Source: an optimization exercise on an open RTL-to-GDS flow (aim: small area, a short achievable clock period and few clock cycles). Production flows keep margins and buffers that such runs may drop.
Where RTL was checked, it was by simulation tests only, not by an equivalence proof against the original.
No activity file was given, so power comes from the tool's default toggle rates.

==> inputs of v15 <==
## pdk_engine
module pdk_engine (
    input  wire        clk,
    input  wire        rst,
    output wire [9:0]  imem_addr,
    input  wire [15:0] imem_rdata,
    output reg         io_we,
    output reg  [3:0]  io_waddr,
    output wire [7:0]  io_wdata,
    output reg         halted,
    output reg  [2:0]  fault_code,
    output reg         fault_write,
    output reg  [15:0] fault_info,
    output wire [15:0] pc_o,
    output wire [15:0] acc_o,
    output wire [7:0]  sp_o,
    output wire [7:0]  flags_o,
    output wire [31:0] cycles_o
);
clock: 8.0 ns
lec_check: 0
cap_margin: 20
core_margin: 2
core_utilization: 55
place_density: 0.7
setup_slack_margin: 5
slew_margin: 20
run.sh (not shown) runs the stock make flow with config.mk's settings and CLKGATE_MAP_FILE= SYNTH_SCRIPT=/design/flow/synth_recipe.tcl, a recipe that flattens the netlist after the stock synthesis.
==> v30 (differences from v15) <==
--- a/flow/design.v
+++ b/flow/design.v
@@ -3,11 +3,11 @@
     input  wire        rst,
     output wire [9:0]  imem_addr,
     input  wire [15:0] imem_rdata,
     output reg         io_we,
     output reg  [3:0]  io_waddr,
-    output wire [7:0]  io_wdata,
+    output reg  [7:0]  io_wdata,
     output reg         halted,
     output reg  [2:0]  fault_code,
     output reg         fault_write,
     output reg  [15:0] fault_info,
     output wire [15:0] pc_o,
@@ -29,11 +29,10 @@
     reg [9:0]   fa;       
     reg         rv;       
     reg [15:0]  acc;
     reg [31:0]  ticks;
     reg [7:0]   spm1;     
-    reg [5:0]   ra;       
     reg [511:0] dm;       
     reg [127:0] io;       
     reg d_ldi, d_sta, d_lda, d_out, d_in, d_push, d_pop;
     reg d_jmp, d_call, d_ret, d_dec, d_skz, d_ill, d_dbad, d_iobad, d_sfault;
     reg sp_push_bad, sp_pop_bad, sp_call_bad, sp_ret_bad;
@@ -43,11 +42,10 @@
     assign pc_o      = pc;
     assign acc_o     = acc;
     assign sp_o      = sp;
     assign flags_o   = flags;
     assign cycles_o  = ticks;
-    assign io_wdata  = acc[7:0];
     wire [15:0] w    = imem_rdata;
     wire [3:0]  wop  = w[15:12];
     wire        whi0 = (w[11:8] == 4'd0);
     wire        wlo0 = (w[7:0] == 8'd0);
     wire        w_nop  = (wop == 4'h0) && whi0 && wlo0;
@@ -76,11 +74,12 @@
     wire ex1   = ex && !irk && !uop2;         
     wire go1   = ex1 && !fault;               
     wire accz  = (acc == 16'd0);
     wire skip  = go1 && d_skz && accz;
     wire [15:0] next  = pc + 16'd1;
-    wire [7:0]  dm_rdata = dm[8*ra +: 8];
+    wire [5:0]  dm_raddr = d_lda ? a[5:0] : spm1[5:0];
+    wire [7:0]  dm_rdata = dm[8*dm_raddr +: 8];
     wire        dm_we    = ex1 && (d_sta || d_push || d_call) || ex2 && d_call;
     wire [5:0]  dm_waddr = d_sta ? a[5:0] : sp[5:0];
     wire [7:0]  dm_wdata = d_call ? (uop2 ? next[15:8] : next[7:0]) : acc[7:0];
     wire [7:0]  dm_wd    = rst ? 8'd0 : dm_wdata;
     wire [7:0]  io_rdata = io[8*a[3:0] +: 8];
@@ -116,21 +115,21 @@
             end
         end
     endgenerate
     always @(posedge clk) begin
         io_waddr <= a[3:0];
+        io_wdata <= acc[7:0];
         if (rst) begin
             pc          <= 16'd0;
             irv         <= 1'b0;
             irk         <= 1'b0;
             uop2        <= 1'b0;
             fa          <= 10'd0;
             rv          <= 1'b0;
             acc         <= 16'd0;
             ticks       <= 32'd0;
             spm1        <= 8'hFF;
-            ra          <= 6'h3F;
             sp_push_bad <= 1'b0;
             sp_pop_bad  <= 1'b1;
             sp_call_bad <= 1'b0;
             sp_ret_bad  <= 1'b1;
             halted      <= 1'b0;
@@ -151,20 +150,10 @@
                 fault_write <= !f_insn && d_dbad && d_sta;
                 fault_info  <= f_insn ? pc :
                                d_ill  ? ir :
                                f_stack && !d_dbad && !d_iobad ? {8'd0, sp} : {8'd0, a};
             end
-            if (load ? w_lda : d_lda)
-                ra <= load ? w[5:0] : a[5:0];
-            else if (sp_wr)
-                ra <= acc[5:0] - 6'd1;
-            else if (sp_inc)
-                ra <= sp[5:0];
-            else if (sp_dec)
-                ra <= spm1[5:0] - 6'd1;
-            else
-                ra <= spm1[5:0];
             if (sp_wr) begin
                 spm1        <= acc[7:0] - 8'd1;
                 sp_push_bad <= acc[7:0] >= 8'd63;
                 sp_pop_bad  <= acc[7:0] == 8'd0 || acc[7:0] >= 8'd65;
                 sp_call_bad <= acc[7:0] >= 8'd62;
Settings changed: ABC_CLOCK_PERIOD_IN_PS from default to 3000, CORE_UTILIZATION 55 to 40, PLACE_DENSITY 0.7 to 0.6.
==> qor summary <==
| item | v15 | v30 |
|---|---|---|
| Result of the run | complete, no violations | complete, no violations |
| Non-clk buf share | 6.378% | 7.864% |
| CORE AREA | 61480 um2 | 85150 um2 |
| Launch point of the worst reg-to-reg path | ir[1] | d_lda |
| Maximum net fanout on the critical path | 80 | 23 |
| End point of the critical path | io[45] | fa[5] |
| Share of the cycle needed by the critical path after routing | 38.81% | 39.41% |
| Slack of the worst reg-to-reg path | 4.97 ns | 4.85 ns |
| Routed metal-1 wirelength | 37.15 mm | 44.44 mm |
| Clock distribution power | 3.80 mW | 3.71 mW |
| Yosys top cell area share | 58.45% | 58.04% |
| Power Sequential | 4.74 mW | 4.75 mW |
| Fraction of area in multi-input gates | 27.85% | 27.80% |
| Multi-input gate area in the final layout | 11210 um2 | 11570 um2 |
| Site row count | 91 | 107 |
| Proportion of synthesized area in mux cells | 13.73% | 7.080% |
Testbench counts of v30, summed over its fixed seeds: cycles 43,778.
Only the layout flow was run in v15; the RTL was not checked for function there.

## static timing again, ports no longer ideal
No port has a modelled driver above. Below, the same layouts with a new extraction and two added sets of constraints. Step 1 assumes that a clkbuf_16 drives the clock port and a buf_2 every other input. Step 2 moves the port delays by t, midway between the first and last clock arrival at a register: inputs arrive t later, outputs are due t later. That takes back most of the time a late clock gives input paths. a / b / c = ideal ports / drivers / drivers and shift; a / b = the first two.
| run | t (ns) | slack for setup (ns) | worst slew at a driven data input, ns | pins driven straight from the clock port |
|---|---|---|---|---|
| v15 | 0.694 | 4.895 / 4.920 / 4.226 | 0.04 | 1 |
| v30 | 0.691 | 4.847 / 4.847 / 4.382 | 0.06 | 1 |
After both steps setup and hold are still met in every run listed. The setup slack of v15, which loses most, moves by +0.025 ns with the drivers and by -0.669 ns with both steps.
